Context: an optimization exercise on an open-source flow, tuned for small area, a short achievable clock period and few clock cycles. The choices shown serve that exercise and are no tape-out recipe.
RTL that was checked went through simulation tests only; none was proved equivalent to the original.
Power figures rest on the tool's default switching activity, not on a simulated workload.

birch:
==> flow/design.v (excerpt) <==
module jbang_seq (
    input  wire        clk,
    input  wire        rst,           
    input  wire [2:0]  bus_addr,      
    input  wire        bus_we,
    input  wire [31:0] bus_wdata,
    output reg  [31:0] bus_rdata,
    output reg         jtag_trst_n,
    output reg         jtag_tck,
    output reg         jtag_tms,
    output reg         jtag_tdi,
    input  wire        jtag_tdo
);
    localparam [3:0] F_TAP_IDCODE = 4'h1, F_CONNECT = 4'h2, F_ROUTER = 4'h3,
                     F_DAP_IDCODE = 4'h4, F_ACK = 4'h5, F_CSW = 4'h6,
                     F_NOT_SHIFTING = 4'h7, F_AFTER_LAST = 4'h8,
                     F_BAD_IR = 4'h9, F_ILLEGAL = 4'hA, F_NBITS = 4'hB;
    localparam [1:0] TS_RESET = 2'b00, TS_IDLE = 2'b01, TS_SHIFTING = 2'b10;
    localparam [3:0] S_START = 4'd0, S_A = 4'd1, S_B = 4'd2, S_C = 4'd3, S_C1 = 4'd4,
                     S_C2 = 4'd5, S_C3 = 4'd6, S_D = 4'd7, S_E = 4'd8, S_AL = 4'd9,
                     S_PT = 4'd10, S_END = 4'd15;
    localparam [1:0] K_GEN = 2'd0, K_TX = 2'd1, K_RST = 2'd2, K_SHF = 2'd3;
    localparam [2:0] C_NONE = 3'd0, C_TAPID = 3'd1, C_CONNECT = 3'd2, C_R60 = 3'd3,
                     C_R2C = 3'd4, C_DAPID = 3'd5, C_CSW = 3'd6;
    localparam [1:0] I_ABORT = 2'd0, I_DPACC = 2'd1, I_APACC = 2'd2, I_CMD = 2'd3;
    reg [31:0] arg0, arg1, result;
    reg        busy, fault, overrun, pin_init_done;
    reg [3:0]  fcode;
    reg [1:0]  tap_state;
    reg        shift_phase, ir_valid;
    reg [3:0]  ir_cache;
    reg [31:0] X, Y;
  ...
export LEC_CHECK = 0
export CAP_MARGIN = 20
export CORE_MARGIN = 2
export CORE_UTILIZATION = 55
export CTS_BUF_LIST = sky130_fd_sc_hd__clkbuf_4 sky130_fd_sc_hd__clkbuf_8
export CTS_CLUSTER_SIZE = 30
export PLACE_DENSITY = 0.7
export SETUP_SLACK_MARGIN = 4.0
export SLEW_MARGIN = 20
export SYNTH_HIERARCHICAL = 1
export SYNTH_MEMORY_MAX_BITS = 16384
create_clock -name core_clock -period 8.0 [get_ports {clk}]
run.sh (not shown) runs the stock make flow with config.mk's settings and CLKGATE_MAP_FILE= SYNTH_SCRIPT=/design/flow/synth_recipe.tcl, a recipe that flattens the netlist after the stock synthesis.
### birch -> cedar
- CTS_BUF_LIST no longer set, was sky130_fd_sc_hd__clkbuf_4 sky130_fd_sc_hd__clkbuf_8
- SETUP_SLACK_MARGIN now 4.5, was 4.0
- PLACE_DENSITY now 0.6, was 0.7
- CTS_CLUSTER_SIZE no longer set, was 30
- CORE_UTILIZATION now 40, was 55
## What came out
- Of birch and cedar, the lower fraction of area in multi-input gates belongs to cedar.
- When cedar is measured against birch, its share of the final layout cell area in sequential cells turns out 0.79 points lower.
- NOTE: total number of H-tree levels in cedar falls short of that of birch
- From birch to cedar the numbers moved as follows: sequential power about even; minimum setup slack in the final design rose 0.061 ns; final total power rose about 2.2%; area of the die rose about 37%.
- On clock period minus worst slack, the higher figure sits with birch, not cedar.
- met2 capacity usage during global routing in cedar is 16 points lower than in birch
- The share of total power in combinational logic in cedar sits 0.6 points below the value recorded for birch.
No run of this note included a check of the RTL's function; only the layout flow was run.


Another version of the RTL of jbang_seq (not shown whole).
For scale: roughly 1900 cells after synthesis, ~200 flip-flops, ~75 I/O pins.
==> flow/config.mk <==
export PLATFORM = sky130hd
export DESIGN_NAME = jbang_seq
export DESIGN_NICKNAME = jbang_seq
export VERILOG_FILES = /design/flow/design.v
export SDC_FILE = /design/flow/constraint.sdc
export NUM_CORES = 4
export LEC_CHECK = 0
export CAP_MARGIN = 20
export CORE_MARGIN = 2
export CORE_UTILIZATION = 40
export CTS_CLUSTER_DIAMETER = 60
export CTS_CLUSTER_SIZE = 25
export PLACE_DENSITY = 0.6
export SETUP_SLACK_MARGIN = 3.5
export SLEW_MARGIN = 20
export SYNTH_HIERARCHICAL = 1
export SYNTH_MEMORY_MAX_BITS = 16384
==> flow/constraint.sdc <==
create_clock -name core_clock -period 8.0 [get_ports {clk}]
set_input_delay 1.6000 -clock core_clock [delete_from_list [all_inputs] [get_ports {clk}]]
set_output_delay 1.6000 -clock core_clock [all_outputs]
set_load 0.01 [all_outputs]
Testbench counts at the start, summed over its fixed seeds: cycles 293,374.
Edit:
Settings changed: CTS_CLUSTER_DIAMETER 60 to not set, CTS_CLUSTER_SIZE 25 to not set, SETUP_SLACK_MARGIN 3.5 to 3.0.
Effect:
- global-route usage went down by 0.77 points
- via count went down by 2.4%
- critical path depth went down by 1
- clock power went up by about 4%
- fmax went down by 10%
- register-to-register slack gets worse by 0.56 ns
- worst setup slack gets worse by 0.50 ns


Starting RTL as in the previous note.
Design jbang_seq, start of the top module:
module jbang_seq (
    input  wire        clk,
    input  wire        rst,           
    input  wire [2:0]  bus_addr,      
    input  wire        bus_we,
    input  wire [31:0] bus_wdata,
    output reg  [31:0] bus_rdata,
    output reg         jtag_trst_n,
    output reg         jtag_tck,
    output reg         jtag_tms,
    output reg         jtag_tdi,
    input  wire        jtag_tdo
);
==> flow/config.mk <==
export PLATFORM = sky130hd
export DESIGN_NAME = jbang_seq
export DESIGN_NICKNAME = jbang_seq
export VERILOG_FILES = /design/flow/design.v
export SDC_FILE = /design/flow/constraint.sdc
export NUM_CORES = 4
export LEC_CHECK = 0
export CAP_MARGIN = 20
export CORE_MARGIN = 2
export CORE_UTILIZATION = 60
export PLACE_DENSITY = 0.75
export SETUP_SLACK_MARGIN = 3.5
export SLEW_MARGIN = 20
export SYNTH_HIERARCHICAL = 1
export SYNTH_MEMORY_MAX_BITS = 16384
==> flow/constraint.sdc <==
create_clock -name core_clock -period 8.0 [get_ports {clk}]
set_input_delay 1.6000 -clock core_clock [delete_from_list [all_inputs] [get_ports {clk}]]
set_output_delay 1.6000 -clock core_clock [all_outputs]
set_load 0.01 [all_outputs]
Testbench counts at the start, summed over its fixed seeds: cycles 293,374.
Then changed:
- CORE_UTILIZATION: 60 -> 40
- CTS_CLUSTER_DIAMETER: unset -> 50
- CTS_CLUSTER_SIZE: unset -> 30
- PLACE_DENSITY: 0.75 -> 0.6
=>
- utilization decreases by 22 points
- setup slack gets better by 59 ps
- final area went up by about 2%
- power went up by 2.9%

-- static timing again, ports no longer ideal --
No port has a modelled driver above. Below, the same layouts with a new extraction and two added sets of constraints. Step 1 sets driving cells, clkbuf_16 on the clock port and buf_2 on the other inputs (assumed; they add their load-dependent delay and slew). Step 2 times the ports against the registers' clock, not the clock port: input delays grow and output delays shrink by t, the midpoint of the rising clock arrivals with the driver on. a / b / c = ideal ports / drivers / drivers and shift; a / b = the first two.
run	shift t [ns]	setup slack, ns	worst setup path at the end
birch	0.600	3.593 / 3.510 / 3.447	input to register
cedar	0.597	3.654 / 3.604 / 3.457	input to register
the first run of note 2	0.592	3.533 / 3.439 / 3.192	input to register
the second run of note 2	0.616	3.028 / 2.989 / 2.862	input to register
the first run of note 3	0.600	3.466 / 3.414 / 3.141	input to register
the second run of note 3	0.625	3.525 / 3.435 / 2.963	input to register
After both steps every run listed still meets setup and hold. The setup slack of the second run of note 3, which loses most, moves by -0.090 ns with the drivers and by -0.562 ns with both steps.
